Source: an optimization exercise on an open RTL-to-GDS flow (aim: small area, a short achievable clock period and few clock cycles). Production flows keep margins and buffers that such runs may drop.
Only simulation tests tie the RTL to the original design; equivalence was not proved.
Power figures rest on the tool's default switching activity, not on a simulated workload.

==> flow/design.v <==
module autd3_cpu (
    input  wire        clk,
    input  wire        rst,
    input  wire        frame_valid,
    input  wire        tick_valid,
    output reg         evt_ready,
    output reg  [6:0]  hdr_addr,
    input  wire [7:0]  hdr_data,
    output reg  [7:0]  bulk_addr,
    input  wire [15:0] bulk_data,
    output reg         bus_valid,
    output reg         bus_we,
    output reg  [2:0]  bus_bank,
    output reg  [13:0] bus_addr,
    output reg  [15:0] bus_wdata,
    input  wire        bus_ready,
    input  wire [15:0] bus_rdata,
    input  wire [63:0] dc_now,
    input  wire [63:0] dc_next_start,
    input  wire [63:0] dc_period,
    output reg  [15:0] tx_ack
);
    localparam [7:0]  N_TR_LAST   = 8'd248;
    localparam [63:0] SYNC_GUARD  = 64'd200000;
    localparam [2:0] BANK_CONFIG = 3'd0;
    localparam [2:0] BANK_MOD    = 3'd1;
    localparam [2:0] BANK_DRIVE  = 3'd2;
    localparam [2:0] BANK_SEQ    = 3'd3;
    localparam [2:0] BANK_DELAY  = 3'd4;
    localparam [13:0] CTRL_FLAG       = 14'h00;
    localparam [13:0] FPGA_INFO       = 14'h01;
    localparam [13:0] FPGA_VERSION    = 14'h02;
    localparam [13:0] MOD_BANK_OFFSET = 14'h03;
    localparam [13:0] MOD_CYCLE       = 14'h04;
    localparam [13:0] SEQ_BANK_OFFSET = 14'h05;
    localparam [13:0] SEQ_CYCLE       = 14'h06;
    localparam [13:0] SEQ_DIV         = 14'h07;
    localparam [1:0] MODE_FULL       = 2'd0;
    localparam [1:0] MODE_PHASE_FULL = 2'd1;
    localparam [1:0] MODE_PHASE_HALF = 2'd2;
    localparam [2:0] C_NONE  = 3'd0,
                     C_CLEAR = 3'd1,
                     C_OPER  = 3'd2,
                     C_POINT = 3'd3,
                     C_GAIN  = 3'd4,
                     C_DELAY = 3'd5,
                     C_VLO   = 3'd6,
                     C_VHI   = 3'd7;
    localparam [4:0]
        S_IDLE  = 5'd0,
        S_H0    = 5'd1,    
        S_H1    = 5'd2,    
        S_H2    = 5'd3,    
        S_H3    = 5'd4,    
        S_CDRV  = 5'd5,    
        S_CREG  = 5'd6,    
        S_DRV   = 5'd7,    
        S_MHEAD = 5'd8,    
        S_MBYTE = 5'd9,
        S_MSEG  = 5'd10,
        S_MEND  = 5'd11,
        S_MCYC  = 5'd12,
        S_MFLG  = 5'd13,
        S_SBOFF = 5'd14,   
        S_SBDIV = 5'd15,
        S_PW    = 5'd17,
        S_PSEG  = 5'd18,
        S_GW    = 5'd19,
        S_GSEG  = 5'd20,
        S_SSEND = 5'd21,
        S_DLY   = 5'd22,
        S_END   = 5'd23,   
        S_TRD   = 5'd24,   
        S_TCMP  = 5'd26,
        S_TDEC  = 5'd25,
        S_TWT   = 5'd27,
        S_TINIT = 5'd28,
        S_TINF  = 5'd29,
        S_TAW   = 5'd30;
    reg [4:0]  st;
    reg [2:0]  cc;              
    reg        f_mb, f_me, f_sb, f_se;
    reg        info_req;
    reg [15:0] ack;             
    reg [7:0]  fpga_flags;
    reg [6:0]  nlen;            
    reg [1:0]  jc;
    reg [30:0] mod_cur;         
    reg [7:0]  mod_carry;
    reg        mod_pending;
    reg [26:0] seq_cur;         
    reg [1:0]  seq_mode;
    reg        seq_pending;
    reg        which;
    reg [63:0] sync_n;
    reg [63:0] now_s;
    reg [1:0]  c_g, c_p;
    reg [15:0] per_r;
    reg [1:0]  kw;
    reg        tcar;
    wire slot_free = ~bus_valid | bus_ready;
    wire rd_done   = bus_valid & ~bus_we & bus_ready;
    wire [1:0] gain_last = (seq_mode == MODE_PHASE_FULL) ? 2'd1 :
                           (seq_mode == MODE_PHASE_HALF) ? 2'd3 : 2'd0;
    reg  [3:0]  nib;
    reg  [15:0] gain_word;
    always @* begin
        case (jc)
            2'd0: nib = bulk_data[3:0];
            2'd1: nib = bulk_data[7:4];
            2'd2: nib = bulk_data[11:8];
            default: nib = bulk_data[15:12];
        endcase
        case (seq_mode)
            MODE_PHASE_FULL: gain_word = {8'hFF, jc[0] ? bulk_data[15:8] : bulk_data[7:0]};
            MODE_PHASE_HALF: gain_word = {8'hFF, nib, nib};
            default:         gain_word = bulk_data;
        endcase
    end
    wire [6:0] mlen_end  = (hdr_data > 8'd123) ? 7'd127 : (hdr_data[6:0] + 7'd4);
    wire [6:0] point_len = (bulk_data > 16'd61) ? 7'd61 : bulk_data[6:0];
    reg [13:0] clr_off;
    always @* begin
        case (bulk_addr[2:0])
            3'd0:    clr_off = MOD_BANK_OFFSET;
            3'd1:    clr_off = MOD_CYCLE;
            3'd2:    clr_off = SEQ_BANK_OFFSET;
            3'd3:    clr_off = SEQ_CYCLE;
            3'd4:    clr_off = SEQ_DIV;
            default: clr_off = CTRL_FLAG;
        endcase
    end
    reg [15:0] n_w;
    reg [15:0] guard_w;
    always @* begin
        case (kw)
            2'd0: begin n_w = sync_n[15:0];  guard_w = SYNC_GUARD[15:0];  end
            2'd1: begin n_w = sync_n[31:16]; guard_w = SYNC_GUARD[31:16]; end
            2'd2: begin n_w = sync_n[47:32]; guard_w = SYNC_GUARD[47:32]; end
            default: begin n_w = sync_n[63:48]; guard_w = SYNC_GUARD[63:48]; end
        endcase
    end
    reg [15:0] per_nx;          
    always @* begin
        case (kw)
            2'd0: per_nx = dc_period[31:16];
            2'd1: per_nx = dc_period[47:32];
            2'd2: per_nx = dc_period[63:48];
            default: per_nx = dc_period[15:0];
        endcase
    end
    wire [15:0] s_w   = now_s[15:0];
    wire [15:0] nn_w  = ~n_w;
    wire [15:0] ng_w  = ~guard_w;
    wire [15:0] np_w  = ~per_r;
    wire [15:0] g_s   = s_w ^ nn_w ^ ng_w;
    wire [15:0] g_c   = (s_w & nn_w) | (s_w & ng_w) | (nn_w & ng_w);
    wire [15:0] p_s   = s_w ^ nn_w ^ np_w;
    wire [15:0] p_c   = (s_w & nn_w) | (s_w & np_w) | (nn_w & np_w);
    wire [17:0] g_sum = {2'b00, g_s} + {1'b0, g_c, 1'b0} + {16'd0, c_g};
    wire [17:0] p_sum = {2'b00, p_s} + {1'b0, p_c, 1'b0} + {16'd0, c_p};
    wire [16:0] tsum  = {1'b0, n_w} + {1'b0, per_r} + {16'd0, tcar};
    wire [4:0] seq_tail = f_se ? S_SSEND : S_END;
    always @(posedge clk) begin
        if (rst) begin
            st          <= S_CDRV;
            evt_ready   <= 1'b0;
            bus_valid   <= 1'b0;
            hdr_addr    <= 7'd0;
            bulk_addr   <= 8'd0;
            ack         <= 16'd0;
            tx_ack      <= 16'd0;
            info_req    <= 1'b0;
            fpga_flags  <= 8'h04;
            mod_cur     <= 31'd0;
            mod_pending <= 1'b0;
            seq_cur     <= 27'd0;
            seq_mode    <= MODE_FULL;
            seq_pending <= 1'b0;
            jc          <= 2'd0;
        end else begin
            if (slot_free) bus_valid <= 1'b0;
            if (rd_done) begin
                if (bus_addr[1:0] == 2'd1)
                    ack[7:0] <= bus_rdata[7:0];
                else if (bus_addr[1:0] == 2'd2)
                    ack[7:0] <= (cc == C_VHI) ? bus_rdata[15:8] : bus_rdata[7:0];
            end
            if (st == S_H3) begin
                if (slot_free) begin
                    case (cc)
                        C_CLEAR: begin
                            mod_cur     <= 31'd0;
                            seq_cur     <= 27'd0;
                            seq_mode    <= MODE_FULL;
                            fpga_flags  <= 8'h04;
                            mod_pending <= 1'b0;
                            seq_pending <= 1'b0;
                            bus_valid <= 1'b1; bus_we <= 1'b1; bus_bank <= BANK_DRIVE;
                            bus_addr  <= 14'd0; bus_wdata <= 16'h0000;
                            bulk_addr <= 8'd1;
                            st        <= S_CDRV;
                        end
                        C_OPER: begin
                            if (f_mb) mod_cur <= 31'd0;
                            hdr_addr <= 7'd4;
                            if (!hdr_data[4]) begin
                                bus_valid <= 1'b1; bus_we <= 1'b1; bus_bank <= BANK_DRIVE;
                                bus_addr  <= 14'd0; bus_wdata <= bulk_data;
                                bulk_addr <= 8'd1;
                                st        <= S_DRV;
                            end else begin
                                if (f_mb) begin
                                    bus_valid <= 1'b1; bus_we <= 1'b1; bus_bank <= BANK_CONFIG;
                                    bus_addr  <= MOD_BANK_OFFSET; bus_wdata <= 16'h0000;
                                end
                                f_mb <= 1'b0;
                                st   <= S_MHEAD;
                            end
                        end
                        C_POINT, C_GAIN: begin
                            if (f_sb) begin
                                seq_cur   <= 27'd0;
                                bus_valid <= 1'b1; bus_we <= 1'b1; bus_bank <= BANK_CONFIG;
                                bus_addr  <= SEQ_BANK_OFFSET; bus_wdata <= 16'h0000;
                                bulk_addr <= 8'd1;
                                st        <= S_SBDIV;
                                if (cc == C_GAIN) begin
                                    if (bulk_data == 16'd1)      seq_mode <= MODE_PHASE_FULL;
                                    else if (bulk_data == 16'd2) seq_mode <= MODE_PHASE_HALF;
                                    else                         seq_mode <= MODE_FULL;
                                end
                            end else if (cc == C_GAIN) begin
                                bus_valid <= 1'b1; bus_we <= 1'b1; bus_bank <= BANK_SEQ;
                                bus_addr  <= {seq_cur[5:0], 8'd0}; bus_wdata <= gain_word;
                                bulk_addr <= 8'd1;
                                st        <= S_GW;
                            end else if (nlen == 7'd0) begin
                                st <= seq_tail;
                            end else begin
                                bulk_addr <= 8'd4;
                                st        <= S_PW;
                            end
                        end
                        C_DELAY: begin
                            bus_valid <= 1'b1; bus_we <= 1'b1; bus_bank <= BANK_DELAY;
                            bus_addr  <= 14'd0; bus_wdata <= bulk_data;
                            bulk_addr <= 8'd1;
                            st        <= S_DLY;
                        end
                        default: begin
                            hdr_addr  <= 7'd0;
                            evt_ready <= 1'b1;
                            st        <= S_IDLE;
                        end
                    endcase
                end
            end else begin
                case (st)
                    S_IDLE: begin
                        if (frame_valid) begin
                            evt_ready <= 1'b0;
                            st        <= S_H0;
                        end else if (tick_valid) begin
                            if (mod_pending | seq_pending) begin
                                evt_ready <= 1'b0;
                                which     <= ~mod_pending;
                                st        <= S_TRD;
                            end else begin
                                tx_ack <= ack;
                            end
                        end
                    end
                    S_H0: begin
                        if (hdr_data == ack[15:8]) begin
                            evt_ready <= 1'b1;
                            st        <= S_IDLE;
                        end else begin
                            ack      <= {hdr_data, 8'h00};
                            hdr_addr <= 7'd2;
                            st       <= S_H1;
                        end
                    end
                    S_H1: begin
                        f_mb     <= hdr_data[0];
                        f_me     <= hdr_data[1];
                        f_sb     <= hdr_data[2];
                        f_se     <= hdr_data[3];
                        info_req <= hdr_data[5];
                        hdr_addr <= 7'd3;
                        st       <= S_H2;
                    end
                    S_H2: begin
                        case (hdr_data)
                            8'h00: cc <= C_CLEAR;
                            8'h03: cc <= C_VLO;
                            8'h04: cc <= C_VHI;
                            8'h05: cc <= C_OPER;
                            8'h06: cc <= C_POINT;
                            8'h07: cc <= C_GAIN;
                            8'h08: cc <= C_DELAY;
                            default: cc <= C_NONE;
                        endcase
                        if (hdr_data == 8'h01) ack[7:0] <= 8'h07;
                        if (hdr_data == 8'h02) ack[7:0] <= 8'h01;
                        if (hdr_data == 8'h03 || hdr_data == 8'h04) begin
                            bus_valid <= 1'b1; bus_we <= 1'b0;
                            bus_bank  <= BANK_CONFIG; bus_addr <= FPGA_VERSION;
                        end else if (info_req && !(hdr_data == 8'h01 || hdr_data == 8'h02)) begin
                            bus_valid <= 1'b1; bus_we <= 1'b0;
                            bus_bank  <= BANK_CONFIG; bus_addr <= FPGA_INFO;
                        end
                        nlen     <= point_len;
                        hdr_addr <= 7'd1;
                        st       <= S_H3;
                    end
                    S_CDRV: if (slot_free) begin
                        bus_valid <= 1'b1; bus_we <= 1'b1; bus_bank <= BANK_DRIVE;
                        bus_addr  <= {6'd0, bulk_addr}; bus_wdata <= 16'h0000;
                        if (bulk_addr == N_TR_LAST) begin
                            bulk_addr <= 8'd0;
                            st        <= S_CREG;
                        end else begin
                            bulk_addr <= bulk_addr + 8'd1;
                        end
                    end
                    S_CREG: if (slot_free) begin
                        bus_valid <= 1'b1; bus_we <= 1'b1; bus_bank <= BANK_CONFIG;
                        bus_addr  <= clr_off;
                        bus_wdata <= (bulk_addr[2:0] == 3'd5) ? 16'h0004 : 16'h0000;
                        if (bulk_addr[2:0] == 3'd5) begin
                            bulk_addr <= 8'd0;
                            st        <= S_END;
                        end else begin
                            bulk_addr <= bulk_addr + 8'd1;
                        end
                    end
                    S_DRV: begin
                        if (hdr_addr == 7'd4) begin
                            nlen     <= mlen_end;
                            hdr_addr <= 7'd5;
                        end else if (hdr_addr != 7'd5) begin
                            hdr_addr <= 7'd4;
                        end
                        if (slot_free) begin
                            bus_valid <= 1'b1; bus_we <= 1'b1; bus_bank <= BANK_DRIVE;
                            bus_addr  <= {6'd0, bulk_addr}; bus_wdata <= bulk_data;
                            if (bulk_addr == N_TR_LAST) begin
                                bulk_addr <= 8'd0;
                                if (f_mb) begin
                                    st <= S_MHEAD;
                                end else if (nlen == 7'd4) begin
                                    hdr_addr <= 7'd1;
                                    st       <= S_MEND;
                                end else begin
                                    st <= S_MBYTE;
                                end
                            end else begin
                                bulk_addr <= bulk_addr + 8'd1;
                            end
                        end
                    end
                    S_MHEAD: begin
                        if (f_mb && slot_free) begin
                            bus_valid <= 1'b1; bus_we <= 1'b1; bus_bank <= BANK_CONFIG;
                            bus_addr  <= MOD_BANK_OFFSET; bus_wdata <= 16'h0000;
                            f_mb      <= 1'b0;
                        end
                        if (hdr_addr == 7'd4) begin
                            nlen     <= mlen_end;
                            hdr_addr <= 7'd5;
                        end else if (hdr_addr != 7'd5) begin
                            hdr_addr <= 7'd4;
                        end
                        if ((!f_mb || slot_free) && hdr_addr[2]) begin
                            if ((hdr_addr == 7'd4) ? (hdr_data == 8'd0) : (nlen == 7'd4)) begin
                                hdr_addr <= 7'd1;
                                st       <= S_MEND;
                            end else begin
                                st <= S_MBYTE;
                            end
                        end
                    end
                    S_MBYTE: if (!mod_cur[0] || slot_free) begin
                        if (mod_cur[0]) begin
                            bus_valid <= 1'b1; bus_we <= 1'b1; bus_bank <= BANK_MOD;
                            bus_addr  <= mod_cur[14:1]; bus_wdata <= {hdr_data, mod_carry};
                        end else begin
                            mod_carry <= hdr_data;
                        end
                        mod_cur <= mod_cur + 31'd1;
                        if (mod_cur[14:0] == 15'h7FFF) begin
                            st <= S_MSEG;
                        end else if (hdr_addr == nlen) begin
                            hdr_addr <= 7'd1;
                            st       <= S_MEND;
                        end else begin
                            hdr_addr <= hdr_addr + 7'd1;
                        end
                    end
                    S_MSEG: if (slot_free) begin
                        bus_valid <= 1'b1; bus_we <= 1'b1; bus_bank <= BANK_CONFIG;
                        bus_addr  <= MOD_BANK_OFFSET; bus_wdata <= mod_cur[30:15];
                        if (hdr_addr == nlen) begin
                            hdr_addr <= 7'd1;
                            st       <= S_MEND;
                        end else begin
                            hdr_addr <= hdr_addr + 7'd1;
                            st       <= S_MBYTE;
                        end
                    end
                    S_MEND: if (slot_free) begin
                        bus_valid <= 1'b1; bus_we <= 1'b1;
                        if (f_me && mod_cur[0]) begin
                            bus_bank  <= BANK_MOD; bus_addr <= mod_cur[14:1];
                            bus_wdata <= {8'h00, mod_carry};
                            st        <= S_MCYC;
                        end else if (f_me) begin
                            bus_bank    <= BANK_CONFIG; bus_addr <= MOD_CYCLE;
                            bus_wdata   <= mod_cur[15:0];
                            mod_pending <= 1'b1;
                            st          <= S_MFLG;
                        end else begin
                            bus_bank   <= BANK_CONFIG; bus_addr <= CTRL_FLAG;
                            bus_wdata  <= {8'h00, hdr_data};
                            fpga_flags <= hdr_data;
                            st         <= S_END;
                        end
                    end
                    S_MCYC: if (slot_free) begin
                        bus_valid   <= 1'b1; bus_we <= 1'b1; bus_bank <= BANK_CONFIG;
                        bus_addr    <= MOD_CYCLE; bus_wdata <= mod_cur[15:0];
                        mod_pending <= 1'b1;
                        st          <= S_MFLG;
                    end
                    S_MFLG: if (slot_free) begin
                        bus_valid  <= 1'b1; bus_we <= 1'b1; bus_bank <= BANK_CONFIG;
                        bus_addr   <= CTRL_FLAG; bus_wdata <= {8'h00, hdr_data};
                        fpga_flags <= hdr_data;
                        st         <= S_END;
                    end
                    S_SBOFF: if (slot_free) begin
                        bus_valid <= 1'b1; bus_we <= 1'b1; bus_bank <= BANK_CONFIG;
                        bus_addr  <= SEQ_BANK_OFFSET; bus_wdata <= 16'h0000;
                        bulk_addr <= 8'd1;
                        st        <= S_SBDIV;
                    end
                    S_SBDIV: if (slot_free) begin
                        bus_valid <= 1'b1; bus_we <= 1'b1; bus_bank <= BANK_CONFIG;
                        bus_addr  <= SEQ_DIV; bus_wdata <= bulk_data;
                        if (cc == C_POINT && nlen != 7'd0) begin
                            bulk_addr <= 8'd4;
                            st        <= S_PW;
                        end else begin
                            bulk_addr <= 8'd0;
                            st        <= seq_tail;
                        end
                    end
                    S_PW: if (slot_free) begin
                        bus_valid <= 1'b1; bus_we <= 1'b1; bus_bank <= BANK_SEQ;
                        bus_addr  <= {1'b0, seq_cur[10:0], bulk_addr[1:0]};
                        bus_wdata <= bulk_data;
                        if (bulk_addr[1:0] == 2'd3) begin
                            seq_cur <= seq_cur + 27'd1;
                            if (seq_cur[10:0] == 11'h7FF) begin
                                st <= S_PSEG;
                            end else if (bulk_addr[7:2] == nlen[5:0]) begin
                                bulk_addr <= 8'd0;
                                st        <= seq_tail;
                            end else begin
                                bulk_addr <= bulk_addr + 8'd1;
                            end
                        end else begin
                            bulk_addr <= bulk_addr + 8'd1;
                        end
                    end
                    S_PSEG: if (slot_free) begin
                        bus_valid <= 1'b1; bus_we <= 1'b1; bus_bank <= BANK_CONFIG;
                        bus_addr  <= SEQ_BANK_OFFSET; bus_wdata <= seq_cur[26:11];
                        if (bulk_addr[7:2] == nlen[5:0]) begin
                            bulk_addr <= 8'd0;
                            st        <= seq_tail;
                        end else begin
                            bulk_addr <= bulk_addr + 8'd1;
                            st        <= S_PW;
                        end
                    end
                    S_GW: if (slot_free) begin
                        bus_valid <= 1'b1; bus_we <= 1'b1; bus_bank <= BANK_SEQ;
                        bus_addr  <= {seq_cur[5:0], bulk_addr};
                        bus_wdata <= gain_word;
                        if (bulk_addr == N_TR_LAST) begin
                            bulk_addr <= 8'd0;
                            seq_cur   <= seq_cur + 27'd1;
                            if (seq_cur[5:0] == 6'h3F) st <= S_GSEG;
                            else if (jc == gain_last) begin
                                jc <= 2'd0;
                                st <= seq_tail;
                            end
                            else                       jc <= jc + 2'd1;
                        end else begin
                            bulk_addr <= bulk_addr + 8'd1;
                        end
                    end
                    S_GSEG: if (slot_free) begin
                        bus_valid <= 1'b1; bus_we <= 1'b1; bus_bank <= BANK_CONFIG;
                        bus_addr  <= SEQ_BANK_OFFSET; bus_wdata <= seq_cur[21:6];
                        if (jc == gain_last) begin
                            jc <= 2'd0;
                            st <= seq_tail;
                        end else begin
                            jc <= jc + 2'd1;
                            st <= S_GW;
                        end
                    end
                    S_SSEND: if (slot_free) begin
                        bus_valid   <= 1'b1; bus_we <= 1'b1; bus_bank <= BANK_CONFIG;
                        bus_addr    <= SEQ_CYCLE; bus_wdata <= seq_cur[15:0];
                        seq_pending <= 1'b1;
                        bulk_addr   <= 8'd0;
                        st          <= S_END;
                    end
                    S_DLY: if (slot_free) begin
                        bus_valid <= 1'b1; bus_we <= 1'b1; bus_bank <= BANK_DELAY;
                        bus_addr  <= {6'd0, bulk_addr}; bus_wdata <= bulk_data;
                        if (bulk_addr == N_TR_LAST) begin
                            bulk_addr <= 8'd0;
                            st        <= S_END;
                        end else begin
                            bulk_addr <= bulk_addr + 8'd1;
                        end
                    end
                    S_END: if (slot_free) begin
                        hdr_addr  <= 7'd0;
                        bulk_addr <= 8'd0;
                        evt_ready <= 1'b1;
                        st        <= S_IDLE;
                    end
                    S_TRD: begin
                        sync_n <= dc_next_start;
                        now_s  <= dc_now;
                        per_r  <= dc_period[15:0];
                        kw     <= 2'd0;
                        c_g    <= 2'd2;
                        c_p    <= 2'd2;
                        tcar   <= 1'b0;
                        st     <= S_TCMP;
                    end
                    S_TCMP: begin
                        now_s <= {tsum[15:0], now_s[63:16]};
                        per_r <= per_nx;
                        tcar  <= tsum[16];
                        c_g   <= g_sum[17:16];
                        c_p   <= p_sum[17:16];
                        kw    <= kw + 2'd1;
                        if (kw == 2'd3) st <= S_TDEC;
                    end
                    S_TDEC: begin
                        if (c_g != 2'd2 || c_p == 2'd2) begin
                            if (c_g == 2'd2) sync_n <= dc_next_start;
                            now_s <= dc_now;
                            per_r <= dc_period[15:0];
                            c_g   <= 2'd2;
                            c_p   <= 2'd2;
                            tcar  <= 1'b0;
                            st    <= S_TCMP;
                        end else begin
                            st <= S_TWT;
                        end
                    end
                    S_TWT: if (slot_free) begin
                        bus_valid <= 1'b1; bus_we <= 1'b1; bus_bank <= BANK_CONFIG;
                        bus_addr  <= {10'd0, 1'b1, which, kw};
                        bus_wdata <= now_s[15:0];
                        now_s     <= {16'd0, now_s[63:16]};
                        kw        <= kw + 2'd1;
                        if (kw == 2'd3) st <= S_TINIT;
                    end
                    S_TINIT: if (slot_free) begin
                        bus_valid <= 1'b1; bus_we <= 1'b1; bus_bank <= BANK_CONFIG;
                        bus_addr  <= CTRL_FLAG;
                        bus_wdata <= {6'd0, which, ~which, fpga_flags};
                        st        <= info_req ? S_TINF : S_TAW;
                    end
                    S_TINF: if (slot_free) begin
                        bus_valid <= 1'b1; bus_we <= 1'b0; bus_bank <= BANK_CONFIG;
                        bus_addr  <= FPGA_INFO;
                        st        <= S_TAW;
                    end
                    S_TAW: if (slot_free) begin
                        if (rd_done && bus_addr[1:0] == 2'd0 && !bus_rdata[{3'b100, which}]) begin
                            if (which) seq_pending <= 1'b0;
                            else       mod_pending <= 1'b0;
                            if (!which && seq_pending) begin
                                which <= 1'b1;
                                st    <= S_TRD;
                            end else begin
                                tx_ack    <= ack;
                                evt_ready <= 1'b1;
                                st        <= S_IDLE;
                            end
                        end else begin
                            bus_valid <= 1'b1; bus_we <= 1'b0; bus_bank <= BANK_CONFIG;
                            bus_addr  <= CTRL_FLAG;
                        end
                    end
                    default: st <= S_IDLE;
                endcase
            end
        end
    end
endmodule
==> flow/run.sh <==
#!/bin/bash
# synth_recipe.tcl (not shown) runs the flow's synth.tcl, then flattens the netlist and writes it again
# the make line also repeats each setting of config.mk as NAME=value (left out here)
make -C /OpenROAD-flow-scripts/flow DESIGN_CONFIG=/design/flow/config.mk WORK_HOME=/design/flow/orfs CLKGATE_MAP_FILE= SYNTH_SCRIPT=/design/flow/synth_recipe.tcl finish
==> flow/config.mk <==
export PLATFORM = sky130hd
export DESIGN_NAME = autd3_cpu
export DESIGN_NICKNAME = autd3_cpu
export VERILOG_FILES = /design/flow/design.v
export SDC_FILE = /design/flow/constraint.sdc
export NUM_CORES = 4
export LEC_CHECK = 0
export CAP_MARGIN = 20
export CORE_MARGIN = 2
export CORE_UTILIZATION = 40
export PLACE_DENSITY = 0.6
export SLEW_MARGIN = 20
==> flow/constraint.sdc <==
create_clock -name core_clock -period 9.0 [get_ports {clk}]
set_input_delay 1.8000 -clock core_clock [delete_from_list [all_inputs] [get_ports {clk}]]
set_output_delay 1.8000 -clock core_clock [all_outputs]
set_load 0.01 [all_outputs]
==> impl_results.md, run 1 <==
* Number of max-cap violations at 0
* Slew Limit Headroom at between 20 and 30%
* Clk buf depth at 3
* Worst hold slack at around 0.46 ns
* Synth area leader: edfxtp_1
* Syn Inst Count at 2196
* FMAX at ~0.21 GHz
* Worst path most repeated cell: o21ai_0
* Switching Share at between 30% and 40%
* Worst vdd ir at approximately 0.13 mV
* Congestion Overflow GR at 0
* Synth Register Bits at 335
* Initial Util at approximately 41%
* Rows at 83
* Clock Skew at 0.0113 ns
* Dpl cells at 3090
* Total power at 4.81 mW
* Period utilisation layout at 52.4%
* Placement-stage cell area at 0.0246 mm2
* Fin util at 50.3%
* Power per Cell Area at 186 mW/mm2
* Setup TNS at 0 ns
* Design Area, Final at 0.0259 mm2
* Largest net degree at the start of global routing at between 60 and 70
* Vias at 18900
* Post-Synth Adder-Cell Area at under 10%
* Final ANT Viol Nets at 0
* Minimum clock period at between 4 and 5 ns
* Mapped Avg Cell Area at 9.52 um2
* DR DRC count at 0
* Largest family of logic cells by synthesized area: compound AO/OA/AOI/OAI gates
* Status: no timing/DRC/antenna violations
* Drt wl/cell at between 20 and 30 um
* CP Class: flip-flop to flip-flop
* Crit. End Element: flip-flop
* Worst Path Required at a little over 9 ns
* Die area at 0.0541 mm2
* Total track usage at 29.5%
* IO buf count at 303
* Die X at 233 um
* Pint at 3.18 mW
* CTS Hold Bufs at 0
* Num CTS Buffers at 39
* Total wire length at 80200 um
* Final setup margin at 4.28 ns
* CTS tree: built
* M2 GR Usage at 48.4%
* Slowest stage cell, crit path: o41ai_1
* Max Slew Vio Count at 0
* Post-Place Worst Slack at 4.16 ns
* Share of flip-flops with an asynchronous set or reset at 0%
* Core area at 0.0515 mm2
* Ports at 304
* Share of cells above drive strength 1 at 8.19%
* Complex-gate fraction of the synthesized area at 17.5%
* Die height at between 200 and 250 um
* Setup repair bufs after CTS at 0
* Setup repair after global routing missed its margin: no
* Top cell type's share of synthesized area at 29.9%
* Psw at 1.63 mW
* Fillers at 4826
* Crit path max fanout at 32
* Gpl congestion at 1.00
* Simple-Gate Fraction of Synth Area at 17.0%
* Post-CTS sizing at 0
* Final #Nets at 2838
* Min-Delay Path Class: flip-flop to flip-flop
* Clock Power Share at 32.8%
* Initial DRC count at 2094
* Synthesized Nets at 2583
* M3 GR Usage at 6.23%
* Initial antenna violation count at 1
* Main synth FF type: edfxtp_1
* Root buffer cell: clkbuf_16
* GRT busiest layer: met2
* Leakage at 9.68 nW
* Worst r2r src: kw[0]$_SDFFCE_PP0P_
* Vias per inst at 5.98
* Crit path buffers/inverters at 2
* Antenna diode count at 0
* Top post-synthesis cells by area: edfxtp_1 30%, dfxtp_1 12%, ha_1 7.5%
* M1 GR Usage at 37.1%
* First-pass detailed-route iteration total at 11
* Xor-xnor portion of the synthesized cell area at 4.15%
* Syn Std Cell Area at 0.0209 mm2
* Sequential power share at a little under two fifths
* Hold Crit Start: fpga_flags[6]$_SDFFE_PP0P_
* Final setup viols at 0
* Sink Count at 335
* Area Growth Syn to Fin at 23.9%
* Worst-Margin Slew at 1.07 ns
* CP Launch Point: kw[0]$_SDFFCE_PP0P_
* Post-synth EDFFs at about 210
* H-tree Lvls at 2
* Fin. Hold Viols at 0
* Max incr delay on CP at 0.57 ns
* Clk slew on worst S/H paths at 0.06 ns
* Crit start category: flip-flop
* Multiplexer area fraction after synthesis at 4.84%
* Seq/Total Area, Yosys at between 40% and 50%
* Clk Latency, worst-skew pair at between 0.5 and 0.6 ns
* First-pass GRT wire length at ~120000 um
* Vias in the first global route at 18800
* Critical path's top delay family: compound AO/OA/AOI/OAI gates
* Critical Path AT at 4.99 ns
* Post-synthesis cell type count at 82
* Final HPWL DP at 60500 um
* Crit-path cells: inv_1 -> ha_1 -> buf_4 -> a222oi_1 -> nand2_1 -> o21ai_0 -> fa_1 -> fa_1 -> nor2b_1 -> o31a_1 -> o31a_1 -> o41ai_1 -> o21ai_0 -> xnor2_1 -> o21ai_0
* Synth Warn # at 1
* Comb power frac at 29.2%
* Finished Layout Cells at 3159
-- cell usage in the layout (no fill, tap or decap), types with 64 or more instances in the layout --
cell	n
ha_1	125
edfxtp_1	208
a21oi_1	140
mux2_2	64
nand2_1	185
nor2_1	225
o21ai_0	104
dfxtp_1	127
nand3_1	70
inv_1	120
clkdlybuf4s50_1	302
-- tightest hold or removal path, delay by kind of cell, from the launching register on --
family          cells  cell delay [ns]
flops               1             0.31
simple gates        1             0.05
compound gates      1             0.05
-- per-layer routing --
| layer | up-vias | part of all wire (%) |
|---|---|---|
| met5 | - | 0.016 |
| met4 | 2 | 5.2 |
| met3 | 199 | 8.5 |
| met2 | 912 | 47 |
| met1 | 9135 | 40 |
| li1 | 8643 | - |
-- final timing paths --
path	cells after the start	slack, ns	end
max	15	4.28	now_s[62]$_DFFE_PP_
min	2	0.46	fpga_flags[6]$_SDFFE_PP0P_
max reg2reg	15	4.28	now_s[62]$_DFFE_PP_
min reg2reg	2	0.46	fpga_flags[6]$_SDFFE_PP0P_
-- cell families (layout without fill, tap and decap cells) --
family | Yosys count | count (layout)
buf+inv | 251 | 534
flops | 335 | 335
mux | 93 | 93
fa+ha+maj | 150 | 150
compound gates | 540 | 540
xor+xnor | 99 | 99
simple gates | 728 | 728
-- synthesized netlist by cell type, types with 11 or more instances --
master,instances
nor2_1,227
edfxtp_1,208
nand2_1,185
a21oi_1,141
dfxtp_1,127
ha_1,125
inv_1,120
clkbuf_1,106
o21ai_0,105
nand3_1,70
mux2_2,64
a22oi_1,59
xor2_1,56
nor3_1,48
a222oi_1,44
xnor2_1,43
nand4_1,31
mux2i_1,29
fa_1,25
a221oi_1,24
nor2b_1,21
and3_1,20
nand2b_1,18
a21o_1,17
nor4_1,17
a211oi_1,16
buf_2,13
nand3b_1,12
o22ai_1,12
a31oi_1,11
o211ai_1,11
-- area by class of cell --
type | count | area (um2) | share of cell area [%]
multi-input cells | 1610 | 11200 | 43.3
well taps | 680 | 851 | 3.29
flip-flops and latches | 335 | 8790 | 33.9
inverters | 122 | 458 | 1.77
clock buffers | 56 | 1080 | 4.17
clock inverters | 13 | 163 | 0.628
repair buffers | 343 | 3330 | 12.9
-- registers in the layout, indices dropped and copies added (netlist names), 14 cells and up, named ones only --
signal / count
seq_cur: 27
sync_n: 64
mod_cur: 31
tx_ack: 16
per_r: 16
bus_wdata: 16
ack: 16
bus_addr: 14
now_s: 64
-- power groups by stage --
stage | logic [mW] | clock network (mW) | registers [mW]
CTS | 1.37 | 1.60 | 1.83
global placement | 1.37 | 0 | 1.86
global route | 1.48 | 1.66 | 1.84
floorplan | 0.715 | 0 | 1.86
finish | 1.40 | 1.58 | 1.83
detailed placement | 1.36 | 0 | 1.86
Testbench counts, summed over its fixed seeds: cycles 63,979.
==> run 2: changes to the inputs <==
--- a/flow/config.mk
+++ b/flow/config.mk
@@ -9,4 +9,5 @@
 export CORE_MARGIN = 2
 export CORE_UTILIZATION = 40
 export PLACE_DENSITY = 0.6
+export SETUP_SLACK_MARGIN = 5
 export SLEW_MARGIN = 20
==> impl_results.md, run 2 <==
* Status: no timing/DRC/antenna violations
* Placement-stage cell area at 0.0247 mm2
* Seq/Total Area, Yosys at 42.1%
* Rows at 83
* Minimum clock period at 3.91 ns
* Num CTS Buffers at 42
* Area of the multi-input gates at 0.0114 mm2
* Vias per inst at a little under 6
* Wire length on met2 at 37800 um
* DR DRC count at 0
* Die X at 233 um
* H-tree Lvls at 2
* Setup TNS at 0 ns
* Commonest non-fill, non-tap cell in the layout: clkdlybuf4s50_1
* Main synth FF type: edfxtp_1
* Initial DRC count at 1879
* Crit. End Element: flip-flop
* Total wire length at 80100 um
* Gpl congestion at a little under 1
* Root buffer cell: clkbuf_16
* Hold path cells at 2
* Hold Crit Start: fpga_flags[1]$_SDFFE_PP0P_
* Flip-flop and latch area at roughly 0.0088 mm2
* CTS tree: built
* Min-Delay Path Class: flip-flop to flip-flop
* Top cell type's share of synthesized area at 29.9%
* Number of max-cap violations at 0
* Power per Cell Area at 188 mW/mm2
* Max layer used: met4
* Vias at 19000
* Total track usage at 29.3%
* Post-synthesis cell type count at between 80 and 90
* Worst Path Required at 9.32 ns
* Clk slew on worst S/H paths at around 0.060 ns
* Worst-Margin Slew at 1.19 ns
* Mapped Avg Cell Area at 9.52 um2
* Commonest non-fill, non-tap cells in the layout: 296 x clkdlybuf4s50_1, 223 x nor2_1, 208 x edfxtp_1
* Syn Inst Count at 2196
* Synth Register Bits at 335
* Initial Util at 40.6%
* Initial antenna violation count at 0
* IO buf count at between 300 and 400
* Worst vdd ir at between 0.1 and 0.15 mV
* Top-count cell post-synth: nor2_1
* Synth top cells by count: 227 x nor2_1, 208 x edfxtp_1, 185 x nand2_1
* Met1 WL at 32000 um
* Synth Warn # at 1
* Max Slew Vio Count at 0
* Period utilisation layout at 43.4%
* Post-Place Worst Slack at 4.01 ns
* Vias in the first global route at 18700
* Top post-synthesis cells by area: edfxtp_1 30%, dfxtp_1 12%, ha_1 7.5%
* Clk Latency, worst-skew pair at 0.58 ns
* Worst r2r src: kw[1]$_SDFFCE_PP0P_
* FMAX at 0.256 GHz
* Crit path max fanout at 32
* Final setup viols at 0
* Drt wl/cell at 25.2 um
* Dpl cells at 3092
* Final setup margin at ~5 ns
* Largest net degree at the start of global routing at 67
* Reg2Reg Setup Slack at 5.09 ns
* Clk buf depth at 3
* Design Area, Final at between 0.02 and 0.03 mm2
* Fin. Hold Viols at 0
* Share of cells above drive strength 1 at around a tenth
* Leakage at 9.93 nW
* Crit start category: flip-flop
* Final HPWL DP at 60400 um
* Met3 wire len at just over 6000 um
* Synthesized Nets at about 2600
* Worst hold endpoint: fpga_flags[1]$_SDFFE_PP0P_
* FF-to-FF End: c_p[0]$_SDFFCE_PN0P_
* Setup repair after global routing missed its margin: yes
* Clock Skew at 0.0206 ns
* Sink Count at 335
* Congestion Overflow GR at 0
* Area Growth Syn to Fin at 26.3%
* CP Class: flip-flop to flip-flop
* Die height at 233 um
* Ports at 304
* Slew Limit Headroom at between 10% and 20%
* Share of flip-flops with an asynchronous set or reset at 0%
* Final ANT Viol Nets at 0
* Die area at 0.0541 mm2
* Biggest regs: now_s: 64 flops, sync_n: 64 flops, mod_cur: 31 flops
* Core area at 0.0515 mm2
* Antenna diode count at 0
* Post-synth EDFFs at 208
* Critical Path AT at 4.23 ns
* Synth area leader: edfxtp_1
* First-pass detailed-route iteration total at 10
* First-pass GRT wire length at 119000 um
* Fin util at 51.2%
* Finished Layout Cells at ~3200
* FF-to-FF path depth at 17
* Final #Nets at 2858
* Fillers at approximately 4800
* Syn Std Cell Area at 0.0209 mm2
run 2: cell counts after synthesis:
Identical to the previous run, type by type.
run 2: critical path: stages (launching register included):
cell and delay (ns):
edfxtp_1 0.42, inv_2 0.10, ha_2 0.20, buf_12 0.16, a22oi_1 0.15, nand2_1 0.10, mux2_2 0.31, inv_2 0.10
fa_1 0.42, ha_1 0.30, ha_1 0.33, a21oi_2 0.17, nand2b_1 0.08, o211ai_1 0.24, a21oi_1 0.14, o221ai_2 0.20
xnor2_1 0.15, nor2_1 0.06
run 2: timing repair:
item,CTS,global route
gates cloned,1,0
buffers inserted,4,10
pin swaps,5,11
hold buffers,0,0
gates resized for setup,36,24
setup endpoints to repair,67,40
run 2: worst max path at each step:
stage	from	to	depth (start not counted)
6_report	kw[1]$_SDFFCE_PP0P_	c_p[0]$_SDFFCE_PN0P_	17
5_1_grt	kw[0]$_SDFFCE_PP0P_	now_s[62]$_DFFE_PP_	15
4_1_cts	kw[0]$_SDFFCE_PP0P_	now_s[62]$_DFFE_PP_	15
3_5_place_dp	hdr_data[4]	bulk_addr[6]$_SDFFE_PP0P_	7
3_3_place_gp	hdr_data[4]	bus_addr[11]$_DFFE_PP_	8
2_1_floorplan	rst	sync_n[0]$_DFFE_PP_	4
run 2: per-stage QoR:
stage	power, mW	hold slack [ns]
3_3_place_gp	3.26	0.442
2_1_floorplan	2.59	0.431
6_report	4.97	0.463
3_5_place_dp	3.25	0.445
5_1_grt	5.14	0.495
4_1_cts	4.95	0.461
run 2: layout make-up:
type	instances	area share [%]
Multi-Input combinational cell	1610	43.2
Sequential cell	335	33.3
Timing Repair Buffer	360	13.3
Clock buffer	56	4.50
Tap cell	680	3.22
Inverter	122	1.75
Clock inverter	20	0.678
run 2: cell families after synthesis:
kind of cell,Yosys count,share of synthesized area (%)
flip-flops,335,42.1
multiplexers,93,4.84
XOR/XNOR,99,4.15
AO/OA/AOI/OAI,540,17.5
adder cells (fa/ha/maj),150,9.88
AND/OR/NAND/NOR,728,17.0
buffers and inverters,251,4.59
run 2: report_power, final:
group | internal, mW | switching (mW)
sequential | 1.75 | 0.110
combinational | 0.562 | 0.867
clock | 0.989 | 0.689
run 2: layer usage:
layer / global-route usage, % / up-vias
met5: 0 / -
met4: 14.4 / 0
met3: 5.06 / 201
met2: 48.6 / 918
met1: 37.0 / 9166
li1: - / 8678
==> run 3: changes to the inputs <==
--- a/flow/design.v
+++ b/flow/design.v
@@ -95,8 +95,8 @@
     reg [63:0] sync_n;
     reg [63:0] now_s;
     reg [1:0]  c_g, c_p;
-    reg [15:0] per_r;
-    reg [1:0]  kw;
+    reg [7:0]  per_r;
+    reg [2:0]  kc;
     reg        tcar;
     wire slot_free = ~bus_valid | bus_ready;
     wire rd_done   = bus_valid & ~bus_we & bus_ready;
@@ -130,36 +130,24 @@
             default: clr_off = CTRL_FLAG;
         endcase
     end
-    reg [15:0] n_w;
-    reg [15:0] guard_w;
+    reg [7:0] guard_b;
+    reg [7:0] per_nx;           
     always @* begin
-        case (kw)
-            2'd0: begin n_w = sync_n[15:0];  guard_w = SYNC_GUARD[15:0];  end
-            2'd1: begin n_w = sync_n[31:16]; guard_w = SYNC_GUARD[31:16]; end
-            2'd2: begin n_w = sync_n[47:32]; guard_w = SYNC_GUARD[47:32]; end
-            default: begin n_w = sync_n[63:48]; guard_w = SYNC_GUARD[63:48]; end
+        case (kc)
+            3'd0: begin guard_b = SYNC_GUARD[7:0];   per_nx = dc_period[15:8];  end
+            3'd1: begin guard_b = SYNC_GUARD[15:8];  per_nx = dc_period[23:16]; end
+            3'd2: begin guard_b = SYNC_GUARD[23:16]; per_nx = dc_period[31:24]; end
+            3'd3: begin guard_b = SYNC_GUARD[31:24]; per_nx = dc_period[39:32]; end
+            3'd4: begin guard_b = SYNC_GUARD[39:32]; per_nx = dc_period[47:40]; end
+            3'd5: begin guard_b = SYNC_GUARD[47:40]; per_nx = dc_period[55:48]; end
+            3'd6: begin guard_b = SYNC_GUARD[55:48]; per_nx = dc_period[63:56]; end
+            default: begin guard_b = SYNC_GUARD[63:56]; per_nx = dc_period[7:0]; end
         endcase
     end
-    reg [15:0] per_nx;          
-    always @* begin
-        case (kw)
-            2'd0: per_nx = dc_period[31:16];
-            2'd1: per_nx = dc_period[47:32];
-            2'd2: per_nx = dc_period[63:48];
-            default: per_nx = dc_period[15:0];
-        endcase
-    end
-    wire [15:0] s_w   = now_s[15:0];
-    wire [15:0] nn_w  = ~n_w;
-    wire [15:0] ng_w  = ~guard_w;
-    wire [15:0] np_w  = ~per_r;
-    wire [15:0] g_s   = s_w ^ nn_w ^ ng_w;
-    wire [15:0] g_c   = (s_w & nn_w) | (s_w & ng_w) | (nn_w & ng_w);
-    wire [15:0] p_s   = s_w ^ nn_w ^ np_w;
-    wire [15:0] p_c   = (s_w & nn_w) | (s_w & np_w) | (nn_w & np_w);
-    wire [17:0] g_sum = {2'b00, g_s} + {1'b0, g_c, 1'b0} + {16'd0, c_g};
-    wire [17:0] p_sum = {2'b00, p_s} + {1'b0, p_c, 1'b0} + {16'd0, c_p};
-    wire [16:0] tsum  = {1'b0, n_w} + {1'b0, per_r} + {16'd0, tcar};
+    wire [9:0] g_sum = {2'b00, now_s[7:0]} + {2'b00, ~sync_n[7:0]} + {2'b00, ~guard_b} + {8'd0, c_g};
+    wire [9:0] p_sum = {2'b00, now_s[7:0]} + {2'b00, ~sync_n[7:0]} + {2'b00, ~per_r} + {8'd0, c_p};
+    wire [8:0] tsum  = {1'b0, sync_n[7:0]} + {1'b0, per_r} + {8'd0, tcar};
+    wire [1:0] kw    = kc[1:0];
     wire [4:0] seq_tail = f_se ? S_SSEND : S_END;
     always @(posedge clk) begin
         if (rst) begin
@@ -539,27 +527,28 @@
                     S_TRD: begin
                         sync_n <= dc_next_start;
                         now_s  <= dc_now;
-                        per_r  <= dc_period[15:0];
-                        kw     <= 2'd0;
+                        per_r  <= dc_period[7:0];
+                        kc     <= 3'd0;
                         c_g    <= 2'd2;
                         c_p    <= 2'd2;
                         tcar   <= 1'b0;
                         st     <= S_TCMP;
                     end
                     S_TCMP: begin
-                        now_s <= {tsum[15:0], now_s[63:16]};
-                        per_r <= per_nx;
-                        tcar  <= tsum[16];
-                        c_g   <= g_sum[17:16];
-                        c_p   <= p_sum[17:16];
-                        kw    <= kw + 2'd1;
-                        if (kw == 2'd3) st <= S_TDEC;
+                        now_s  <= {tsum[7:0], now_s[63:8]};
+                        sync_n <= {sync_n[7:0], sync_n[63:8]};
+                        per_r  <= per_nx;
+                        tcar   <= tsum[8];
+                        c_g    <= g_sum[9:8];
+                        c_p    <= p_sum[9:8];
+                        kc     <= kc + 3'd1;
+                        if (kc == 3'd7) st <= S_TDEC;
                     end
                     S_TDEC: begin
                         if (c_g != 2'd2 || c_p == 2'd2) begin
                             if (c_g == 2'd2) sync_n <= dc_next_start;
                             now_s <= dc_now;
-                            per_r <= dc_period[15:0];
+                            per_r <= dc_period[7:0];
                             c_g   <= 2'd2;
                             c_p   <= 2'd2;
                             tcar  <= 1'b0;
@@ -573,8 +562,11 @@
                         bus_addr  <= {10'd0, 1'b1, which, kw};
                         bus_wdata <= now_s[15:0];
                         now_s     <= {16'd0, now_s[63:16]};
-                        kw        <= kw + 2'd1;
-                        if (kw == 2'd3) st <= S_TINIT;
+                        kc        <= kc + 3'd1;
+                        if (kw == 2'd3) begin
+                            kc <= 3'd0;
+                            st <= S_TINIT;
+                        end
                     end
                     S_TINIT: if (slot_free) begin
                         bus_valid <= 1'b1; bus_we <= 1'b1; bus_bank <= BANK_CONFIG;
==> impl_results.md, run 3 <==
* Area of the multi-input gates at 0.0105 mm2
* CTS tree: built
* Final ANT Viol Nets at 0
* Placement-stage cell area at 0.0235 mm2
* Worst hold slack at between 0.4 and 0.5 ns
* Psw at 1.95 mW
* Xor-xnor portion of the synthesized cell area at 3.68%
* Mapped Avg Cell Area at 8.83 um2
* Drt wl/cell at 24.8 um
* Biggest regs: now_s: 64 flops, sync_n: 64 flops, mod_cur: 31 flops
* IO buf count at 303
* Crit path buffers/inverters at 2
* Pint at around 3.4 mW
* Hold Crit Start: fpga_flags[5]$_SDFFE_PP0P_
* Flip-flop and latch area at between 0.008 and 0.009 mm2
* FMAX at ~0.25 GHz
* Congestion Overflow GR at 0
* Synthesized Nets at 2572
* Minimum clock period at between 3 and 4 ns
* Top-count cell post-synth: nand2_1
* Syn Std Cell Area at 0.0200 mm2
* Post-Place Worst Slack at ~4.3 ns
* Share of flip-flops with an asynchronous set or reset at 0%
* Critical Path AT at about 4.4 ns
* Finished Layout Cells at 3186
* First-pass detailed-route iteration total at 13
* Total track usage at 30.0%
* Syn Inst Count at 2263
* CP Depth at 8
* Comb power frac at 34.0%
* Crit path max fanout at 52
* Main synth FF type: edfxtp_1
* Vias per inst at 6.10
* Simple-Gate Fraction of Synth Area at 19.7%
* Initial antenna violation count at 5
* Critical path's top delay family: simple AND/OR/NAND/NOR gates
* Clock Power Share at 31.2%
* Final HPWL DP at approximately 57000 um
* Fillers at 4692
* Core area at 0.0492 mm2
* Worst Path Required at 9.46 ns
* Die X at 228 um
* Complex-gate fraction of the synthesized area at between 20% and 30%
* Vias at 19400
* Worst path most repeated cell: buf_4
* Final setup viols at 0
* Gpl congestion at 1.02
* Max Slew Vio Count at 0
* Fin. Hold Viols at 0
* Crit start category: flip-flop
* First-pass GRT wire length at 116000 um
* Final #Nets at 2795
* Leakage at 9.16 nW
* Clk slew on worst S/H paths at 0.07 ns
* Dpl cells at 3105
* Crit. End Element: flip-flop
* Initial DRC count at 2640
* Largest net degree at the start of global routing at 115
* Vias in the first global route at 18600
* Synth Register Bits at 328
* Commonest non-fill, non-tap cells in the layout: 334 x nand2_1, 296 x clkdlybuf4s50_1, 201 x edfxtp_1
* Status: no timing/DRC/antenna violations
* Clk buf depth at 3
* CP Class: flip-flop to flip-flop
* Number of max-cap violations at 0
* Slowest stage cell, crit path: nand3b_1
* Multiplexer area fraction after synthesis at about 2.5%
* Hold path cells at 2
* Clock Skew at 0.0243 ns
* Ports at between 300 and 400
* Sequential power share at 34.8%
* Seq/Total Area, Yosys at 42.9%
* Setup repair bufs after CTS at 0
* H-tree Lvls at 2
* Die area at 0.0518 mm2
* Commonest non-fill, non-tap cell in the layout: nand2_1
* Slew Limit Headroom at a little over a quarter
* Worst vdd ir at 0.123 mV
* Top cell type's share of synthesized area at 30.2%
* Root buffer cell: clkbuf_16
* Initial Util at 40.7%
* Setup repair after global routing missed its margin: no
* Worst-Margin Slew at 1.10 ns
* Synth Warn # at 1
* Area Growth Syn to Fin at 24.8%
* Synth top cells by count: 334 x nand2_1, 205 x nor2_1, 201 x edfxtp_1
* Post-synthesis cell type count at 75
* Reg2Reg Setup Slack at 5.04 ns
* Total power at 5.30 mW
* Die height at 228 um
* Crit-path cells: buf_4 -> nand3b_1 -> nor2_4 -> buf_4 -> a21oi_1 -> o2111a_1 -> and4_2 -> a221o_1
* Total wire length at 79100 um
* Top post-synthesis cells by area: edfxtp_1 30%, dfxtp_1 13%, nand2_1 6.3%
* DR DRC count at 0
* Switching Share at 36.8%
* Sink Count at 328
* Period utilisation layout at 44.0%
* FF-to-FF path depth at 8
* Synth area leader: edfxtp_1
* Fin util at 50.8%
* Max incr delay on CP at ~0.66 ns
* Post-synth EDFFs at 201
* Largest family of logic cells by synthesized area: compound AO/OA/AOI/OAI gates
* Design Area, Final at 0.0250 mm2
* Rows at 81
* Setup TNS at 0 ns
* Final setup margin at 5.04 ns
* Share of cells above drive strength 1 at 6.20%
* Worst hold endpoint: fpga_flags[5]$_SDFFE_PP0P_
* Worst r2r src: st[3]$_SDFFE_PP0P_
* Post-Synth Adder-Cell Area at about 4.7%
* FF-to-FF End: st[0]$_SDFFE_PP1P_
* Clk Latency, worst-skew pair at 0.58 ns
* Num CTS Buffers at 41
* Power per Cell Area at 212 mW/mm2
* Min-Delay Path Class: flip-flop to flip-flop
## run 3: layout make-up
type | instances | area share [%]
Clock inverter | 22 | 0.893
Inverter | 124 | 1.88
Timing Repair Buffer | 334 | 13.1
Sequential cell | 328 | 34.4
Tap cell | 664 | 3.33
Multi-Input combinational cell | 1657 | 41.9
Antenna cell | 4 | 0.0401
Clock buffer | 53 | 4.46
## run 3: worst max-delay path by stage
| stage | from | to | slack, ns |
|---|---|---|---|
| 2_1_floorplan | rst | sync_n[0]$_DFFE_PP_ | 4.40 |
| 3_3_place_gp | hdr_data[4] | bus_addr[12]$_DFFE_PP_ | 4.33 |
| 3_5_place_dp | hdr_data[4] | bus_addr[8]$_DFFE_PP_ | 4.28 |
| 4_1_cts | bus_ready | st[3]$_SDFFE_PP0P_ | 5.02 |
| 5_1_grt | rst | mod_cur[20]$_SDFFE_PP0P_ | 5.01 |
| 6_report | st[3]$_SDFFE_PP0P_ | st[0]$_SDFFE_PP1P_ | 5.04 |
## run 3: worst register-to-register path, cell delays in order (launching register included)
cell and delay (ns):
dfxtp_1 0.35, buf_4 0.56, nand3b_1 0.68, nor2_4 0.56, buf_4 0.57, a21oi_1 0.22, o2111a_1 0.22, and4_2 0.34
a221o_1 0.33
## run 3: repair_timing
action	4_1_cts	5_1_grt
cloned	1	1
gates resized for setup	6	7
pin swaps	1	2
hold buffers	0	0
setup endpoints to repair	24	43
## run 3: per-layer routing
metal  vias to the layer above  share of wire, %  GRT usage, %
li1                       8802                 -             -
met1                      9357                42          40.5
met2                      1048                44          46.2
met3                       223               9.4          6.29
met4                         2               4.7          13.6
met5                         -             0.010             0
## run 3: cells by family (layout without fill, tap and decap cells)
kind of cell | count (synthesis) | after routing
simple gates | 852 | 854
compound gates | 599 | 599
flops | 328 | 328
buf+inv | 280 | 533
xor+xnor | 84 | 84
fa+ha+maj | 72 | 72
mux | 48 | 48
other cells | 0 | 4
## run 3: power groups by stage
stage / clock, mW / combinational, mW / sequential [mW]
floorplan: 0 / 0.961 / 1.86
detailed placement: 0 / 1.72 / 1.87
finish: 1.66 / 1.80 / 1.84
global placement: 0 / 1.72 / 1.87
global route: 1.74 / 1.89 / 1.85
CTS: 1.68 / 1.73 / 1.84
Testbench counts of run 3, summed over its fixed seeds: cycles 64,321.
==> run 4: changes to the inputs <==
==> flow/flow/run.sh (new file) <==
#!/bin/bash
# Standard layout, with the port buffers made from sky130_fd_sc_hd__buf_1
# instead of the delay cell buffer_ports picks by default.
set -euo pipefail
bash standard.sh "BUFFER_PORTS_ARGS=-buffer_cell sky130_fd_sc_hd__buf_1" finish > standard_flow.log 2>&1
==> flow/standard.sh (new file) <==
#!/bin/bash
# synth_recipe.tcl (not shown) runs the flow's synth.tcl, then flattens the netlist and writes it again
# the make line also repeats each setting of config.mk as NAME=value (left out here)
make -C /OpenROAD-flow-scripts/flow DESIGN_CONFIG=/design/flow/config.mk WORK_HOME=/design/flow/orfs CLKGATE_MAP_FILE= SYNTH_SCRIPT=/design/flow/synth_recipe.tcl "${@:-finish}"
removed: flow/run.sh
==> impl_results.md, run 4 <==
* Ports at approximately 300
* Area Growth Syn to Fin at 15.0%
* Fillers at slightly below 5000
* Top post-synthesis cells by area: edfxtp_1 30%, dfxtp_1 13%, nand2_1 6.3%
* Worst path most repeated cell: buf_4
* Final HPWL DP at 56200 um
* Top cell type's share of synthesized area at 30.2%
* Vias in the first global route at 18500
* Leakage at 8.33 nW
* Crit start category: flip-flop
* Design Area, Final at 0.0230 mm2
* Worst Path Required at 9.49 ns
* Final ANT Viol Nets at 0
* Share of flip-flops with an asynchronous set or reset at 0%
* Worst hold slack at 0.460 ns
* Clk slew on worst S/H paths at 0.07 ns
* Rows at 81
* Status: no timing/DRC/antenna violations
* Post-synthesis cell type count at 75
* Worst-Margin Slew at 1.16 ns
* Finished Layout Cells at 3187
* Post-Place Worst Slack at 4.64 ns
* Critical Path AT at 4.44 ns
* Initial antenna violation count at 7
* Congestion Overflow GR at 0
* Root buffer cell: clkbuf_16
* Syn Inst Count at 2263
* H-tree Lvls at 2
* Number of max-cap violations at 0
* Core area at 0.0492 mm2
* Final #Nets at 2798
* CTS tree: built
* Sink Count at 328
* Total wire length at 76400 um
* Setup repair after global routing missed its margin: no
* CP Class: flip-flop to flip-flop
* Placement-stage cell area at 0.0217 mm2
* Share of cells above drive strength 1 at 6.19%
* Setup TNS at 0 ns
* Synthesized Nets at about 2600
* Seq/Total Area, Yosys at a little over two fifths
* Initial Util at 40.7%
* Vias at 19500
* Gpl congestion at 0.996
* Crit path buffers/inverters at 2
* First-pass detailed-route iteration total at 13
* Mapped Avg Cell Area at about 8.8 um2
* Period utilisation layout at 43.9%
* Post-synth EDFFs at 201
* Max incr delay on CP at around 0.56 ns
* Total power at 5.04 mW
* Commonest non-fill, non-tap cells in the layout: 334 x nand2_1, 301 x buf_1, 201 x edfxtp_1
* Clk Latency, worst-skew pair at 0.57 ns
* Synth area leader: edfxtp_1
* Dpl cells at between 3000 and 4000
* IO buf count at 303
* Power per Cell Area at 219 mW/mm2
* Clock Skew at 0.0236 ns
* Crit path max fanout at 56
* Main synth FF type: edfxtp_1
* Crit-path cells: buf_4 -> or2_2 -> nor2_1 -> buf_4 -> a311oi_1 -> and2_1 -> nand2_1 -> or3_1 -> a21oi_1
* Final setup viols at 0
* Vias per inst at about 6.1
* Clk buf depth at 3
* Minimum clock period at 3.95 ns
* CTS Hold Bufs at 0
* Top-count cell post-synth: nand2_1
* Synth top cells by count: 334 x nand2_1, 205 x nor2_1, 201 x edfxtp_1
* Worst vdd ir at 0.128 mV
* Slew Limit Headroom at between 20% and 30%
* Largest net degree at the start of global routing at 86
* Synth Register Bits at 328
* Syn Std Cell Area at 0.0200 mm2
* Crit. End Element: flip-flop
* Commonest non-fill, non-tap cell in the layout: nand2_1
* Die X at 228 um
* Fin. Hold Viols at 0
* Die area at slightly above 0.05 mm2
* Synth Warn # at 1
* Biggest regs: now_s: 64 flops, sync_n: 64 flops, mod_cur: 31 flops
* First-pass GRT wire length at 114000 um
* Num CTS Buffers at 39
* Max Slew Vio Count at 0
* Die height at between 200 and 250 um
* Drt wl/cell at 24.0 um
* Total track usage at 29.2%
* Final setup margin at 5.05 ns
* Initial DRC count at 2909
* FMAX at 0.253 GHz
* Critical path's top delay family: simple AND/OR/NAND/NOR gates
* Min-Delay Path Class: flip-flop to flip-flop
* DR DRC count at 0
* Slowest stage cell, crit path: a311oi_1
* Fin util at between 40% and 50%
## run 4: cell counts after synthesis
Identical to the previous run, type by type.
## run 4: area by class of cell
type                            count  area (um2)  area share, %
Antenna cell                        4        10.0         0.0436
Clock buffer                       47        1050           4.56
Clock inverter                     24         196          0.855
Inverter                          124         465           2.03
Multi-Input combinational cell   1655       10400           45.3
Sequential cell                   328        8580           37.3
Tap cell                          664         831           3.62
Timing Repair Buffer              341        1430           6.22
## run 4: repair_timing
action                                  4_1_cts  5_1_grt
buffers inserted                              0        0
endpoints found under the setup margin        0        7
gates resized for setup                       0        5
## run 4: cells by family (layout without fill, tap and decap cells)
family,count (synthesis),in the layout,share of synthesized area (%)
flip-flops,328,328,42.9
other,0,4,0
adder cells (fa/ha/maj),72,72,4.70
multiplexers,48,48,2.52
XOR/XNOR,84,84,3.68
AO/OA/AOI/OAI,599,599,21.0
buffers and inverters,280,536,5.42
AND/OR/NAND/NOR,852,852,19.7
## run 4: final timing paths
kind	startpoint	end	slack, ns	depth (start not counted)
worst max-delay path	st[0]$_SDFFE_PP1P_	seq_cur[15]$_SDFFE_PP0P_	5.05	9
worst min-delay path	fpga_flags[1]$_SDFFE_PP0P_	fpga_flags[1]$_SDFFE_PP0P_	0.46	2
worst min register to register	fpga_flags[1]$_SDFFE_PP0P_	fpga_flags[1]$_SDFFE_PP0P_	0.46	2
worst max register to register	st[0]$_SDFFE_PP1P_	seq_cur[15]$_SDFFE_PP0P_	5.05	9
## run 4: power by group
group,internal [mW],total [mW],switching [mW]
Combinational,0.497,1.64,1.14
Sequential,1.73,1.84,0.102
Clock,0.892,1.56,0.669
## run 4: per-layer routing
layer	share of wire (%)	vias to the layer above	GRT usage [%]	wire length (um)
li1	-	8798	-	-
met3	10	220	6.43	7800
met2	43	1147	43.4	32800
met1	42	9332	40.5	32300
met5	0.016	-	0	12
met4	4.7	2	13.1	3590
## run 4: tightest hold or removal path, delay by kind of cell (launching register included)
family | cells | cell delay (ns)
flops | 1 | 0.31
simple gates | 1 | 0.05
compound gates | 1 | 0.05
==> run 5: changes to the inputs <==
==> flow/flow/run.sh (replaced) <==
#!/bin/bash
# Standard layout, with the port buffers made from sky130_fd_sc_hd__buf_1
# instead of the delay cell buffer_ports picks by default, and timing repair
# aiming at a setup slack of 5.6 ns.
set -euo pipefail
bash standard.sh "BUFFER_PORTS_ARGS=-buffer_cell sky130_fd_sc_hd__buf_1" SETUP_SLACK_MARGIN=5.6 finish > standard_flow.log 2>&1
==> impl_results.md, run 5 <==
* Status: no timing/DRC/antenna violations
* Number of max-cap violations at 0
* Largest net degree at the start of global routing at 113
* Syn Inst Count at 2263
* Vias per inst at 6.10
* Initial Util at 40.7%
* Post-synthesis cell type count at 75
* Min-Delay Path Class: flip-flop to flip-flop
* Largest family of logic cells by synthesized area: compound AO/OA/AOI/OAI gates
* Top-count cell post-synth: nand2_1
* Fin. Hold Viols at 0
* Rows at 81
* Congestion Overflow GR at 0
* Worst-Margin Slew at 1.09 ns
* Setup repair after global routing missed its margin: no
* Power per Cell Area at 215 mW/mm2
* Worst vdd ir at 0.111 mV
* Area Growth Syn to Fin at 17.8%
* First-pass detailed-route iteration total at 10
* Crit start category: input pin
* FMAX at between 0.2 and 0.3 GHz
* Fin util at 47.9%
* Sink Count at ~330
* Clk Latency, worst-skew pair at 0.59 ns
* Root buffer cell: clkbuf_16
* Main synth FF type: edfxtp_1
* FF-to-FF End: c_p[1]$_SDFFCE_PN1P_
* Clk slew on worst S/H paths at around 0.060 ns
* Drt wl/cell at 24.2 um
* Seq/Total Area, Yosys at 42.9%
* Synth Register Bits at 328
* Minimum clock period at 3.37 ns
* Multiplexer area fraction after synthesis at 2.52%
* Total track usage at 29.3%
* Vias in the first global route at 18500
* Synth top cells by count: 334 x nand2_1, 205 x nor2_1, 201 x edfxtp_1
* DR DRC count at 0
* Initial antenna violation count at 3
* Crit path max fanout at 9
* Simple-Gate Fraction of Synth Area at 19.7%
* Post-synth EDFFs at 201
* CTS tree: built
* CP Class: input pin to flip-flop
* Die height at 228 um
* Core area at around 0.049 mm2
* Reg2Reg Setup Slack at 5.68 ns
* Initial DRC count at 2795
* First-pass GRT wire length at 114000 um
* Max Slew Vio Count at 0
* FF-to-FF path depth at 13
* Syn Std Cell Area at between 0.015 and 0.02 mm2
* Share of cells above drive strength 1 at under 10%
* IO buf count at between 300 and 400
* Die area at 0.0518 mm2
* Num CTS Buffers at 39
* Leakage at 8.52 nW
* Gpl congestion at 1.01
* Synth area leader: edfxtp_1
* Clock Skew at 0.0361 ns
* Synth Warn # at 1
* CTS Hold Bufs at 0
* H-tree Lvls at 2
* Final #Nets at 2817
* Biggest regs: now_s: 64 flops, sync_n: 64 flops, mod_cur: 31 flops
* CP Launch Point: bus_ready
* Top cell type's share of synthesized area at 30.2%
* Crit path capture: st[0]$_SDFFE_PP1P_
* Die X at 228 um
* Crit. End Element: flip-flop
* Total wire length at 77400 um
* Setup TNS at 0 ns
* Top post-synthesis cells by area: edfxtp_1 30%, dfxtp_1 13%, nand2_1 6.3%
* Fillers at 4756
* Xor-xnor portion of the synthesized cell area at 3.68%
* Share of flip-flops with an asynchronous set or reset at 0%
* Slew Limit Headroom at 26.1%
* Mapped Avg Cell Area at 8.83 um2
* Worst r2r src: now_s[0]$_DFFE_PP_
* Critical Path AT at around 3.8 ns
* Final ANT Viol Nets at 0
* Clk buf depth at 3
* Commonest non-fill, non-tap cell in the layout: nand2_1
* Synthesized Nets at between 2000 and 3000
* Period utilisation layout at a little under two fifths
* Complex-gate fraction of the synthesized area at between 20% and 30%
* Worst Path Required at 9.46 ns
* Ports at 304
* Final HPWL DP at 55700 um
* Vias at 19600
* Final setup viols at 0
* Post-Synth Adder-Cell Area at 4.70%
* Commonest non-fill, non-tap cells in the layout: 333 x nand2_1, 297 x buf_1, 201 x edfxtp_1
## run 5: cell type report
type,count,area (um2),area share [%]
inverters,124,468,1.99
clock inverters,15,124,0.526
multi-input cells,1656,10800,45.8
clock buffers,56,1100,4.67
well taps,664,831,3.53
flip-flops and latches,328,8580,36.5
repair buffers,359,1640,6.96
diodes,4,10.0,0.0425
## run 5: cell families after synthesis
kind of cell,after synthesis
AND/OR/NAND/NOR,852
AO/OA/AOI/OAI,599
flip-flops,328
buffers and inverters,280
XOR/XNOR,84
adder cells (fa/ha/maj),72
multiplexers,48
## run 5: critical path: stages
cell      delay [ns]
buf_1           0.20
nand3b_1        0.27
nor4_4          0.28
nor2_2          0.14
a211oi_4        0.33
and4_4          0.36
o211ai_1        0.11
a221o_1         0.33
## run 5: stage by stage
stage | total power, mW | instance area (um2) | hold slack (ns) | instances | setup WS (ns)
after floorplan | 2.85 | 20200 | 0.432 | 2263 | 5.25
after detailed placement | 3.42 | 21800 | 0.448 | 3110 | 4.56
final | 5.05 | 23500 | 0.458 | 3206 | 5.63
after CTS | 4.99 | 23200 | 0.457 | 3193 | 5.61
after global placement | 3.42 | 21800 | 0.438 | 3110 | 4.68
after global routing | 5.23 | 23500 | 0.481 | 3205 | 5.54
## run 5: how the worst min path moves through the flow
stage	to	startpoint	slack (ns)	cells past startpoint
2_1_floorplan	fpga_flags[3]$_SDFFE_PP0P_	fpga_flags[3]$_SDFFE_PP0P_	0.43	2
3_3_place_gp	fpga_flags[3]$_SDFFE_PP0P_	fpga_flags[3]$_SDFFE_PP0P_	0.44	2
3_5_place_dp	fpga_flags[5]$_SDFFE_PP0P_	fpga_flags[5]$_SDFFE_PP0P_	0.45	2
4_1_cts	fpga_flags[0]$_SDFFE_PP0P_	fpga_flags[0]$_SDFFE_PP0P_	0.46	2
5_1_grt	fpga_flags[4]$_SDFFE_PP0P_	fpga_flags[4]$_SDFFE_PP0P_	0.48	2
6_report	fpga_flags[5]$_SDFFE_PP0P_	fpga_flags[5]$_SDFFE_PP0P_	0.46	2
## run 5: power by group
part	total (mW)	internal, mW	switching, mW
Clock	1.53	0.860	0.675
Combinational	1.66	0.536	1.13
Sequential	1.85	1.73	0.119
## run 5: per-layer routing
metal | vias to the layer above | global-route usage, % | wire [um]
met5 | - | 0 | 0
met3 | 166 | 6.05 | 7190
met4 | 0 | 12.5 | 3150
met2 | 1059 | 45.8 | 35000
li1 | 8865 | - | -
met1 | 9473 | 39.4 | 32100
## run 5: what timing repair did
item	4_1_cts	5_1_grt
gates resized for setup	34	49
pin swaps	14	18
endpoints found under the setup margin	259	195
hold endpoints to repair	0	0
gates cloned	1	0
setup buffers	11	9

[static timing again, ports no longer ideal]
The flow's constraints put no driver on any port. The routed layouts listed below were extracted and timed again, unchanged, in two steps.
Step 1 (the two cells are an assumption about what drives the block):
set clk [get_ports {clk}]
set_driving_cell -lib_cell sky130_fd_sc_hd__clkbuf_16 $clk
set_driving_cell -lib_cell sky130_fd_sc_hd__buf_2 [delete_from_list [all_inputs] $clk]
Step 2 also shifts input and output timing later by t, the mid clock arrival at the registers, as if the neighbouring blocks saw the same clock.
Three values: no drivers, after step 1, after step 2; two values: the first two.
run	t, ns	setup WS [ns]	worst setup path after step 2
run 1	0.633	4.281 / 4.281 / 4.071	input to register
run 2	0.627	5.094 / 5.094 / 4.511	input to register
run 3	0.632	5.040 / 5.040 / 4.476	input to register
run 4	0.623	5.051 / 5.051 / 4.540	input to register
run 5	0.633	5.633 / 5.668 / 5.035	input to register
After both steps every run listed still meets setup and hold. The setup slack of run 5, which loses most, moves by +0.035 ns with the drivers and by -0.598 ns with both steps.
